Source: an optimization exercise on an open RTL-to-GDS flow (aim: small area, a short achievable clock period and few clock cycles per item). Production flows keep margins and buffers that such runs may drop. At most, simulation tests tie the RTL to the original design; equivalence was not proved.

Setup of the previous run:
==> flow/design.v <==
module owcrc_engine (
    input  wire        clk,
    input  wire        rst,           
    input  wire        host_sel,
    input  wire        host_we,
    input  wire [7:0]  host_addr,
    input  wire [31:0] host_wdata,
    output reg  [31:0] host_rdata
);
    reg [31:0] cmd_q;
    reg        err, ill, wign;
    reg [15:0] crc_acc;
    reg [31:0] devid_lo, devid_hi;
    reg [6:0]  xfer_addr;
    reg [7:0]  xfer_reg;
    reg [4:0]  xfer_len;
    reg [15:0] data_q;
    reg [1:0]  cfg_speed;
    reg [2:0]  cfg_gsel, cfg_isel;
    reg        res_lx;
    reg [23:0] res;
    reg [31:0] buf0, buf1, buf2, buf3;
    reg        crc_run;       
    reg [1:0]  widx;          
    reg        lx_run;        
    reg        lx_cnt;        
    wire busy = crc_run | lx_run;
    wire wr = host_sel &  host_we;
    wire a_lo = (host_addr[7:6] == 2'b00) && (host_addr[1:0] == 2'b00);
    wire a_hi = (host_addr[7:4] == 4'b0100) && (host_addr[1:0] == 2'b00);
    wire [3:0] ai = host_addr[5:2];
    wire s_cmd  = a_lo && ai == 4'd0;
    wire s_stat = a_lo && ai == 4'd1;
    wire s_crc  = a_lo && ai == 4'd2;
    wire s_dlo  = a_lo && ai == 4'd3;
    wire s_dhi  = a_lo && ai == 4'd4;
    wire s_xfer = a_lo && ai == 4'd5;
    wire s_data = a_lo && ai == 4'd6;
    wire s_cfg  = a_lo && ai == 4'd7;
    wire s_buf  = a_hi;
    wire dropable = s_cmd | s_crc | s_dlo | s_dhi | s_xfer | s_data | s_cfg | s_buf;
    wire wr_ok    = wr & ~busy;
    wire [31:0] status_word = {23'd0, wign, 3'd0, err, ill, 1'b0, err, busy};
    reg  [31:0] rd_lo, rd_buf;
    always @(*) begin
        case (ai)
            4'd0: rd_lo = cmd_q;
            4'd1: rd_lo = status_word;
            4'd2: rd_lo = {16'd0, crc_acc};
            4'd3: rd_lo = devid_lo;
            4'd4: rd_lo = devid_hi;
            4'd5: rd_lo = {11'd0, xfer_len, xfer_reg, 1'b0, xfer_addr};
            4'd6: rd_lo = {16'd0, data_q};
            4'd7: rd_lo = {21'd0, cfg_isel, 1'b0, cfg_gsel, 2'b00, cfg_speed};
            4'd8: rd_lo = res_lx ? {11'd0, lx_val} : {{19{res[12]}}, res[12:0]};
            default: rd_lo = 32'd0;
        endcase
        case (ai[1:0])
            2'd0: rd_buf = buf0;
            2'd1: rd_buf = buf1;
            2'd2: rd_buf = buf2;
            default: rd_buf = buf3;
        endcase
    end
    wire [31:0] rd_val = a_lo ? rd_lo : (a_hi ? rd_buf : 32'd0);
    function [15:0] crc8;
        input [15:0] c;
        input [7:0]  b;
        integer k;
        reg [15:0] x;
        begin
            x = c ^ {8'h00, b};
            for (k = 0; k < 8; k = k + 1)
                x = x[0] ? ((x >> 1) ^ 16'hA001) : (x >> 1);
            crc8 = x;
        end
    endfunction
    wire [15:0] crc_byte_res = crc8(crc_acc, data_q[7:0]);
    reg [31:0] cw;
    always @(*) begin
        case (widx)
            2'd0: cw = buf0;
            2'd1: cw = buf1;
            2'd2: cw = buf2;
            default: cw = buf3;
        endcase
    end
    wire [15:0] t1 = crc8(crc_acc, cw[7:0]);
    wire [15:0] t2 = crc8(t1, cw[15:8]);
    wire [15:0] t3 = crc8(t2, cw[23:16]);
    wire [15:0] t4 = crc8(t3, cw[31:24]);
    wire [4:0]  crem = xfer_len - {1'b0, widx, 2'b00};    
    wire        clast = (crem <= 5'd4);
    reg  [15:0] chunk;
    always @(*) begin
        if (!clast) chunk = t4;
        else case (crem[1:0])
            2'd1: chunk = t1;
            2'd2: chunk = t2;
            2'd3: chunk = t3;
            default: chunk = t4;
        endcase
    end
    wire        dneg  = data_q[15];
    wire [6:0]  dg5   = {3'd0, data_q[3:0]} * 7'd5 + (dneg ? 7'd7 : 7'd4);
    wire [3:0]  dg    = dg5[6:3];
    wire [11:0] dh    = data_q[15:4];
    wire [12:0] dt_v  = {dh[11], dh} * 13'sd10 + {9'd0, dg};
    wire        dt_ok = dneg ? (data_q >= 16'hFC8F) : (data_q <= 16'd2000);
    wire [16:0] bt_m  = {{4{data_q[12]}}, data_q[12:0]} * 17'd10;
    wire [12:0] bt_v  = bt_m[16:4];
    wire        lx_sel_ok = ~cfg_gsel[2] & (cfg_isel != 3'd7);
    wire [3:0]  lx_s   = {2'b00, cfg_gsel[1:0]} + {1'b0, cfg_isel};
    wire [19:0] lx_x   = {data_q, 3'b000} + {4'd0, data_q};    
    function [9:0] lx_step;            
        input [7:0] r;
        input [1:0] b;
        reg [9:0] t;
        reg [9:0] d1, d2, d3;
        begin
            t  = {r, b};
            d1 = t - 10'd250;
            d2 = t - 10'd500;
            d3 = t - 10'd750;
            if (t >= 10'd750)      lx_step = {2'd3, d3[7:0]};
            else if (t >= 10'd500) lx_step = {2'd2, d2[7:0]};
            else if (t >= 10'd250) lx_step = {2'd1, d1[7:0]};
            else                   lx_step = {2'd0, t[7:0]};
        end
    endfunction
    reg [11:0] lx_qn;
    reg [7:0]  lx_rn;
    reg [9:0]  lx_sr;
    integer j;
    always @(*) begin
        lx_qn = res[11:0];
        lx_rn = res[19:12];
        for (j = 0; j < 3; j = j + 1) begin
            lx_sr = lx_step(lx_rn, lx_qn[11:10]);
            lx_qn = {lx_qn[9:0], lx_sr[9:8]};
            lx_rn = lx_sr[7:0];
        end
    end
    wire [7:0]  lx_b   = res[19:12];
    wire [16:0] lx_b6  = {lx_b, 1'b0} + {lx_b, 2'b00};             
    wire [3:0]  lx_h   = lx_b6 / 17'd125;                           
    wire [8:0]  lx_f   = {lx_b, 1'b0} + {5'd0, lx_h};               
    wire [38:0] lx_sh  = {18'd0, res[11:0], lx_f} << res[23:20];
    wire [20:0] lx_val = lx_sh[29:9];
    wire [7:0] op = host_wdata[7:0];
    wire hz      = (host_wdata[31:8] == 24'd0);
    wire op_nop  = hz && op == 8'h00;
    wire op_byte = hz && op == 8'h01;
    wire op_buf  = hz && op == 8'h02;
    wire op_dt   = hz && op == 8'h22;
    wire op_bt   = hz && op == 8'h32;
    wire op_lx   = hz && op == 8'h42;
    wire len_bad = (xfer_len > 5'd16);
    wire c_ill   = ~(op_nop | op_byte | op_buf | op_dt | op_bt | op_lx)
                   | (op_buf & len_bad) | (op_lx & ~lx_sel_ok);
    wire c_rng   = op_dt & ~dt_ok;
    wire start = wr_ok & s_cmd;
    always @(posedge clk)
        host_rdata <= rd_val;
    always @(posedge clk) begin
        if (rst) begin
            cmd_q     <= 32'd0;
            err       <= 1'b0;
            ill       <= 1'b0;
            wign      <= 1'b0;
            crc_acc   <= 16'd0;
            devid_lo  <= 32'd0;
            devid_hi  <= 32'd0;
            xfer_addr <= 7'd0;
            xfer_reg  <= 8'd0;
            xfer_len  <= 5'd0;
            data_q    <= 16'd0;
            cfg_speed <= 2'd0;
            cfg_gsel  <= 3'd1;
            cfg_isel  <= 3'd3;
            res_lx    <= 1'b0;
            res       <= 24'd0;
            buf0      <= 32'd0;
            buf1      <= 32'd0;
            buf2      <= 32'd0;
            buf3      <= 32'd0;
            crc_run   <= 1'b0;
            widx      <= 2'd0;
            lx_run    <= 1'b0;
            lx_cnt    <= 1'b0;
        end else begin
            if (wr && s_stat && host_wdata[8])
                wign <= 1'b0;
            if (wr && dropable && busy)
                wign <= 1'b1;
            if (wr_ok) begin
                if (s_crc)  crc_acc  <= host_wdata[15:0];
                if (s_dlo)  devid_lo <= host_wdata;
                if (s_dhi)  devid_hi <= host_wdata;
                if (s_xfer) begin
                    xfer_addr <= host_wdata[6:0];
                    xfer_reg  <= host_wdata[15:8];
                    xfer_len  <= host_wdata[20:16];
                end
                if (s_data) data_q <= host_wdata[15:0];
                if (s_cfg) begin
                    cfg_speed <= host_wdata[1:0];
                    cfg_gsel  <= host_wdata[6:4];
                    cfg_isel  <= host_wdata[10:8];
                end
                if (s_buf) case (ai[1:0])
                    2'd0: buf0 <= host_wdata;
                    2'd1: buf1 <= host_wdata;
                    2'd2: buf2 <= host_wdata;
                    default: buf3 <= host_wdata;
                endcase
            end
            if (start) begin
                cmd_q <= host_wdata;
                err   <= c_ill | c_rng;
                ill   <= c_ill;
                if (op_byte)
                    crc_acc <= crc_byte_res;
                if (op_buf && !len_bad && xfer_len != 5'd0) begin
                    crc_acc <= chunk;
                    if (!clast) begin
                        crc_run <= 1'b1;
                        widx    <= 2'd1;
                    end
                end
                if (op_dt) begin
                    res_lx <= 1'b0;
                    res    <= dt_ok ? {11'd0, dt_v} : 24'd0;
                end
                if (op_bt) begin
                    res_lx <= 1'b0;
                    res    <= {11'd0, bt_v};
                end
                if (op_lx && lx_sel_ok) begin
                    res_lx <= 1'b1;
                    res    <= {lx_s, lx_x[19:12], lx_x[11:0]};
                    lx_cnt <= 1'b0;
                    lx_run <= 1'b1;
                end
            end
            if (crc_run) begin
                crc_acc <= chunk;
                widx    <= widx + 2'd1;
                if (clast) begin
                    crc_run <= 1'b0;
                    widx    <= 2'd0;
                end
            end
            if (lx_run) begin
                res[19:0] <= {lx_rn, lx_qn};
                lx_cnt    <= 1'b1;
                if (lx_cnt)
                    lx_run <= 1'b0;
            end
        end
    end
endmodule
Settings: LEC_CHECK=0, CAP_MARGIN=20, CORE_MARGIN=2, CORE_UTILIZATION=30, SLEW_MARGIN=20; clock period 12.0 ns.
run.sh (not shown) runs the stock make flow with config.mk's settings and CLKGATE_MAP_FILE= SYNTH_SCRIPT=/design/flow/synth_recipe.tcl, a recipe that flattens the netlist after the stock synthesis.
Both conditions hold for the previous run: the flow ran to the end and the final layout passed the timing, DRC and antenna checks.
### the previous run -> the current run
--- a/flow/design.v
+++ b/flow/design.v
@@ -14,19 +14,18 @@
     reg [6:0]  xfer_addr;
     reg [7:0]  xfer_reg;
     reg [4:0]  xfer_len;
     reg [15:0] data_q;
     reg [1:0]  cfg_speed;
     reg [2:0]  cfg_gsel, cfg_isel;
-    reg        res_lx;
     reg [23:0] res;
     reg [31:0] buf0, buf1, buf2, buf3;
     reg        crc_run;       
     reg [1:0]  widx;          
     reg        lx_run;        
-    reg        lx_cnt;        
+    reg [1:0]  lx_cnt;        
     wire busy = crc_run | lx_run;
     wire wr = host_sel &  host_we;
     wire a_lo = (host_addr[7:6] == 2'b00) && (host_addr[1:0] == 2'b00);
     wire a_hi = (host_addr[7:4] == 4'b0100) && (host_addr[1:0] == 2'b00);
     wire [3:0] ai = host_addr[5:2];
     wire s_cmd  = a_lo && ai == 4'd0;
@@ -49,13 +48,13 @@
             4'd2: rd_lo = {16'd0, crc_acc};
             4'd3: rd_lo = devid_lo;
             4'd4: rd_lo = devid_hi;
             4'd5: rd_lo = {11'd0, xfer_len, xfer_reg, 1'b0, xfer_addr};
             4'd6: rd_lo = {16'd0, data_q};
             4'd7: rd_lo = {21'd0, cfg_isel, 1'b0, cfg_gsel, 2'b00, cfg_speed};
-            4'd8: rd_lo = res_lx ? {11'd0, lx_val} : {{19{res[12]}}, res[12:0]};
+            4'd8: rd_lo = {{10{res[21]}}, res[21:0]};
             default: rd_lo = 32'd0;
         endcase
         case (ai[1:0])
             2'd0: rd_buf = buf0;
             2'd1: rd_buf = buf1;
             2'd2: rd_buf = buf2;
@@ -132,24 +131,33 @@
     reg [7:0]  lx_rn;
     reg [9:0]  lx_sr;
     integer j;
     always @(*) begin
         lx_qn = res[11:0];
         lx_rn = res[19:12];
-        for (j = 0; j < 3; j = j + 1) begin
+        for (j = 0; j < 2; j = j + 1) begin
             lx_sr = lx_step(lx_rn, lx_qn[11:10]);
             lx_qn = {lx_qn[9:0], lx_sr[9:8]};
             lx_rn = lx_sr[7:0];
         end
     end
-    wire [7:0]  lx_b   = res[19:12];
-    wire [16:0] lx_b6  = {lx_b, 1'b0} + {lx_b, 2'b00};             
-    wire [3:0]  lx_h   = lx_b6 / 17'd125;                           
-    wire [8:0]  lx_f   = {lx_b, 1'b0} + {5'd0, lx_h};               
-    wire [38:0] lx_sh  = {18'd0, res[11:0], lx_f} << res[23:20];
-    wire [20:0] lx_val = lx_sh[29:9];
+    wire [7:0]  lx_b  = res[19:12];
+    wire [11:1] lx_t  = {lx_b >= 8'd230, lx_b >= 8'd209, lx_b >= 8'd188,
+                         lx_b >= 8'd167, lx_b >= 8'd146, lx_b >= 8'd125,
+                         lx_b >= 8'd105, lx_b >= 8'd84,  lx_b >= 8'd63,
+                         lx_b >= 8'd42,  lx_b >= 8'd21};
+    wire [3:0]  lx_h  = {lx_t[8],
+                         lx_t[4] & ~lx_t[8],
+                         (lx_t[2] & ~lx_t[4]) | (lx_t[6] & ~lx_t[8]) | lx_t[10],
+                         (lx_t[1] & ~lx_t[2]) | (lx_t[3] & ~lx_t[4]) |
+                         (lx_t[5] & ~lx_t[6]) | (lx_t[7] & ~lx_t[8]) |
+                         (lx_t[9] & ~lx_t[10]) | lx_t[11]};
+    wire [8:0]  lx_f   = {lx_b, 1'b0} + {5'd0, lx_h};
+    wire [20:0] lx_af  = {res[11:0], lx_f};
+    wire [3:0]  lx_rs  = 4'd9 - res[23:20];
+    wire [20:0] lx_val = lx_af >> lx_rs;
     wire [7:0] op = host_wdata[7:0];
     wire hz      = (host_wdata[31:8] == 24'd0);
     wire op_nop  = hz && op == 8'h00;
     wire op_byte = hz && op == 8'h01;
     wire op_buf  = hz && op == 8'h02;
     wire op_dt   = hz && op == 8'h22;
@@ -175,22 +183,21 @@
             xfer_reg  <= 8'd0;
             xfer_len  <= 5'd0;
             data_q    <= 16'd0;
             cfg_speed <= 2'd0;
             cfg_gsel  <= 3'd1;
             cfg_isel  <= 3'd3;
-            res_lx    <= 1'b0;
             res       <= 24'd0;
             buf0      <= 32'd0;
             buf1      <= 32'd0;
             buf2      <= 32'd0;
             buf3      <= 32'd0;
             crc_run   <= 1'b0;
             widx      <= 2'd0;
             lx_run    <= 1'b0;
-            lx_cnt    <= 1'b0;
+            lx_cnt    <= 2'd0;
         end else begin
             if (wr && s_stat && host_wdata[8])
                 wign <= 1'b0;
             if (wr && dropable && busy)
                 wign <= 1'b1;
             if (wr_ok) begin
@@ -225,38 +232,35 @@
                     crc_acc <= chunk;
                     if (!clast) begin
                         crc_run <= 1'b1;
                         widx    <= 2'd1;
                     end
                 end
-                if (op_dt) begin
-                    res_lx <= 1'b0;
-                    res    <= dt_ok ? {11'd0, dt_v} : 24'd0;
-                end
-                if (op_bt) begin
-                    res_lx <= 1'b0;
-                    res    <= {11'd0, bt_v};
-                end
+                if (op_dt)
+                    res <= dt_ok ? {{11{dt_v[12]}}, dt_v} : 24'd0;
+                if (op_bt)
+                    res <= {{11{bt_v[12]}}, bt_v};
                 if (op_lx && lx_sel_ok) begin
-                    res_lx <= 1'b1;
                     res    <= {lx_s, lx_x[19:12], lx_x[11:0]};
-                    lx_cnt <= 1'b0;
+                    lx_cnt <= 2'd0;
                     lx_run <= 1'b1;
                 end
             end
             if (crc_run) begin
                 crc_acc <= chunk;
                 widx    <= widx + 2'd1;
                 if (clast) begin
                     crc_run <= 1'b0;
                     widx    <= 2'd0;
                 end
             end
             if (lx_run) begin
-                res[19:0] <= {lx_rn, lx_qn};
-                lx_cnt    <= 1'b1;
-                if (lx_cnt)
+                lx_cnt <= lx_cnt + 2'd1;
+                if (lx_cnt == 2'd3) begin
+                    res    <= {3'd0, lx_val};
                     lx_run <= 1'b0;
+                end else
+                    res[19:0] <= {lx_rn, lx_qn};
             end
         end
     end
 endmodule
--- outcome ---
Going from the previous run to the current run, cell area fell by about 6%; non-clock buffer count rose 9; number of logic stages on the critical path including buffering -17.
The current run does better than the previous run on synthesized area.
The previous run and the current run ended up with roughly the same clock transition time at the flip-flop clock pins of the worst setup and hold paths.
Testbench counts of the current run, summed over its fixed seeds: cycles 14,986, commands 1,920.
The RTL of the previous run was laid out without a check of its function.

[what the ideal ports hide]
The flow's constraints put no driver on any port. The routed layouts listed below were extracted and timed again, unchanged, in two steps.
Step 1: set_driving_cell puts a clkbuf_16 on clk and a buf_2 on each other input, an assumption about the parent block.
Step 2 moves the port delays by t, midway between the first and last clock arrival at a register: inputs arrive t later, outputs are due t later. That takes back most of the time a late clock gives input paths.
a / b / c = no drivers / after step 1 / after step 2; a / b = the first two.
run | shift t [ns] | setup slack, ns | worst hold slack (ns) | cell pins on the clock port's net
the previous run | 0.627 | 4.334 / 4.334 / 4.334 | 0.453 / 0.453 / 0.453 | 1
the current run | 0.618 | 5.611 / 5.648 / 5.030 | 0.452 / 0.452 / 0.452 | 1
After both steps setup and hold are still met in every run listed. For the current run, which loses most, drivers alone change the setup slack by +0.037 ns; drivers and shift together by -0.581 ns.
